Context: an optimization exercise on an open-source flow, tuned for small area, a short achievable clock period and few clock cycles per item. The choices shown serve that exercise and are no tape-out recipe.
Function was checked by simulation only, so behaviour that the tests miss may differ from the original.
No activity file was given, so power comes from the tool's default toggle rates.

== v6 ==
Design g2c1_pie_tx, start of the top module:
module g2c1_pie_tx (
    input  wire         clk,
    input  wire         rst,           
    input  wire         start,
    output wire         ready,
    input  wire [2:0]   msg_type,      
    input  wire [127:0] fields,        
    input  wire [31:0]  tari,          
    input  wire [31:0]  blf,           
    input  wire         trunc,
    output wire         pulse_valid,
    input  wire         pulse_ready,
    output wire [31:0]  pulse_dur,     
    output wire         pulse_last,
    output reg          done,
    output reg  [2:0]   err,
    output wire [2:0]   tx_type,
    output wire [5:0]   tx_len,
    output wire [31:0]  tx_bits,       
    output wire [5:0]   pulse_cnt
);
==> flow/config.mk <==
export PLATFORM = sky130hd
export DESIGN_NAME = g2c1_pie_tx
export DESIGN_NICKNAME = g2c1_pie_tx
export VERILOG_FILES = /design/flow/design.v
export SDC_FILE = /design/flow/constraint.sdc
export NUM_CORES = 4
export LEC_CHECK = 0
export CAP_MARGIN = 20
export CORE_MARGIN = 2
export CORE_UTILIZATION = 40
export PLACE_DENSITY = 0.6
export SETUP_SLACK_MARGIN = 5
export SLEW_MARGIN = 20
==> flow/constraint.sdc <==
create_clock -name core_clock -period 9.0 [get_ports {clk}]
set_input_delay 1.8000 -clock core_clock [delete_from_list [all_inputs] [get_ports {clk}]]
set_output_delay 1.8000 -clock core_clock [all_outputs]
set_load 0.01 [all_outputs]
standard.sh (not shown) runs the stock make flow with config.mk's settings and CLKGATE_MAP_FILE= SYNTH_SCRIPT=/design/flow/synth_recipe.tcl, a recipe that flattens the netlist after the stock synthesis.
==> flow/flow/run.sh <==
#!/bin/bash
# The standard layout, with the smallest buffer on every input and output port
# (buffer_ports otherwise picks a 10 um2 delay buffer for each of them), and
# timing repair aimed at 5.5 ns of setup slack.
set -euo pipefail
export BUFFER_PORTS_ARGS="-buffer_cell sky130_fd_sc_hd__buf_1"
bash standard.sh SETUP_SLACK_MARGIN=5.5 finish > standard_flow.log 2>&1
Testbench counts of v6, summed over its fixed seeds: cycles 45,032, items 1,280.
diff inputs: v6 => v7
- putting CTS_BUF_LIST at sky130_fd_sc_hd__clkbuf_8 where nothing was set
Notes after the runs:
Per the comparison of v7 with v6, sequential share of cell area +0.57 points, wire length on met3 has increased.
Delta (v7 minus v6): width of the die closely matched the old numbers; clock slew at the register clock pins of the worst setup and hold paths increased by 0.02 ns relative to the old numbers.
The share of final layout cell area taken by non-clock buffers was comparable across v7 and v6.


Setup of build 89:
Starting RTL as in the previous note.
Settings: LEC_CHECK=0, CAP_MARGIN=20, CORE_MARGIN=2, CORE_UTILIZATION=40, CTS_BUF_LIST=sky130_fd_sc_hd__clkbuf_8, PLACE_DENSITY=0.6, SETUP_SLACK_MARGIN=5, SLEW_MARGIN=20; clock period 9.0 ns.
==> flow/flow/run.sh <==
#!/bin/bash
# The standard layout, with the smallest buffer on every input and output port
# (buffer_ports otherwise picks a 10 um2 delay buffer for each of them), and
# timing repair aimed at 5.7 ns of setup slack.
set -euo pipefail
export BUFFER_PORTS_ARGS="-buffer_cell sky130_fd_sc_hd__buf_1"
bash standard.sh SETUP_SLACK_MARGIN=5.7 finish > standard_flow.log 2>&1
Testbench counts of build 89, summed over its fixed seeds: cycles 45,032, items 1,280.
## Diff of input files: build 5 against build 89
==> flow/flow/run.sh <==
#!/bin/bash
# The standard layout, with the smallest buffer on every input and output port
# (buffer_ports otherwise picks a 10 um2 delay buffer for each of them).
set -euo pipefail
export BUFFER_PORTS_ARGS="-buffer_cell sky130_fd_sc_hd__buf_1"
bash standard.sh finish > standard_flow.log 2>&1
--- a/flow/config.mk
+++ b/flow/config.mk
@@ -10,3 +10,2 @@
 export CORE_UTILIZATION = 40
-export CTS_BUF_LIST = sky130_fd_sc_hd__clkbuf_8
 export PLACE_DENSITY = 0.6
Results
- Build 5 | status: complete | timing, DRC, antenna: pass
- In the flow results for build 89 and build 5, the leakage component of the power is larger on build 89.
- Of build 89 and build 5, build 89 shows the higher wire length of the first global-routing pass, with build 5 below it.
- Final-layout fill cell count up 109 in build 5 wrt build 89
- When build 5 is measured against build 89, its ratio of cells with drive above 1 in the final layout turns out 11 points lower.
- Diff build 89 -> build 5: synthesized netlist cell count essentially unchanged, length of routed wiring on met1 has decreased, sequential power did not really move, global routing met3 resource utilization has remained practically unchanged.
- Build 5 against build 89; total power is up by a little under 10%.
- Build 5: number of buffers inserted by post-CTS setup repair is 27 lower than what build 89 reported.
--- input diff build 5..build 98 ---
==> flow/flow/run.sh <==
#!/bin/bash
# The standard layout, with the smallest buffer on every input and output port
# (buffer_ports otherwise picks a 10 um2 delay buffer for each of them), and
# timing repair aimed at 5.3 ns of setup slack.
set -euo pipefail
export BUFFER_PORTS_ARGS="-buffer_cell sky130_fd_sc_hd__buf_1"
bash standard.sh SETUP_SLACK_MARGIN=5.3 finish > standard_flow.log 2>&1
Findings:
- Compared with build 5, build 98 shows a lower critical path data arrival time.
- Compared to build 5, build 98 has number of fill cells 33 lower.
- Build 98 reports its critical path launch point as blf[1] while build 5 reports tari[6].
- On wire length, build 5 tracks build 98 almost exactly.
- Going from build 5 to build 98, maximum achievable frequency saw an increase; length of routed wiring on met1 saw little to no change; share of final-layout standard cells stronger than drive strength 1 saw an increase.
- For sequential group share of total power, build 98 and build 5 come out practically identical.

[afterwards: timing with drivers on the ports]
Ports are ideal in the flow. The routed layouts listed here were re-timed in OpenROAD.
Step 1, drivers: a clkbuf_16 drives clk and a buf_2 each remaining input, both assumed.
Step 2 moves the port delays by t, midway between the first and last clock arrival at a register: inputs arrive t later, outputs are due t later. That takes back most of the time a late clock gives input paths.
Three values: ideal ports, drivers, drivers and shift; two values: the first two.
run	t (ns)	setup slack, ns	slew at the worst register clock pin (ns)
v6	0.468	5.514 / 5.517 / 5.049	0.08 / 0.08
v7	0.512	5.439 / 5.430 / 4.918	0.11 / 0.11
build 89	0.512	5.541 / 5.537 / 5.079	0.11 / 0.11
build 5	0.477	5.082 / 5.106 / 4.629	0.08 / 0.08
build 98	0.480	5.361 / 5.336 / 4.907	0.08 / 0.08
After both steps every run listed still meets setup and hold. The setup slack of v7, which loses most, moves by -0.009 ns with the drivers and by -0.521 ns with both steps.
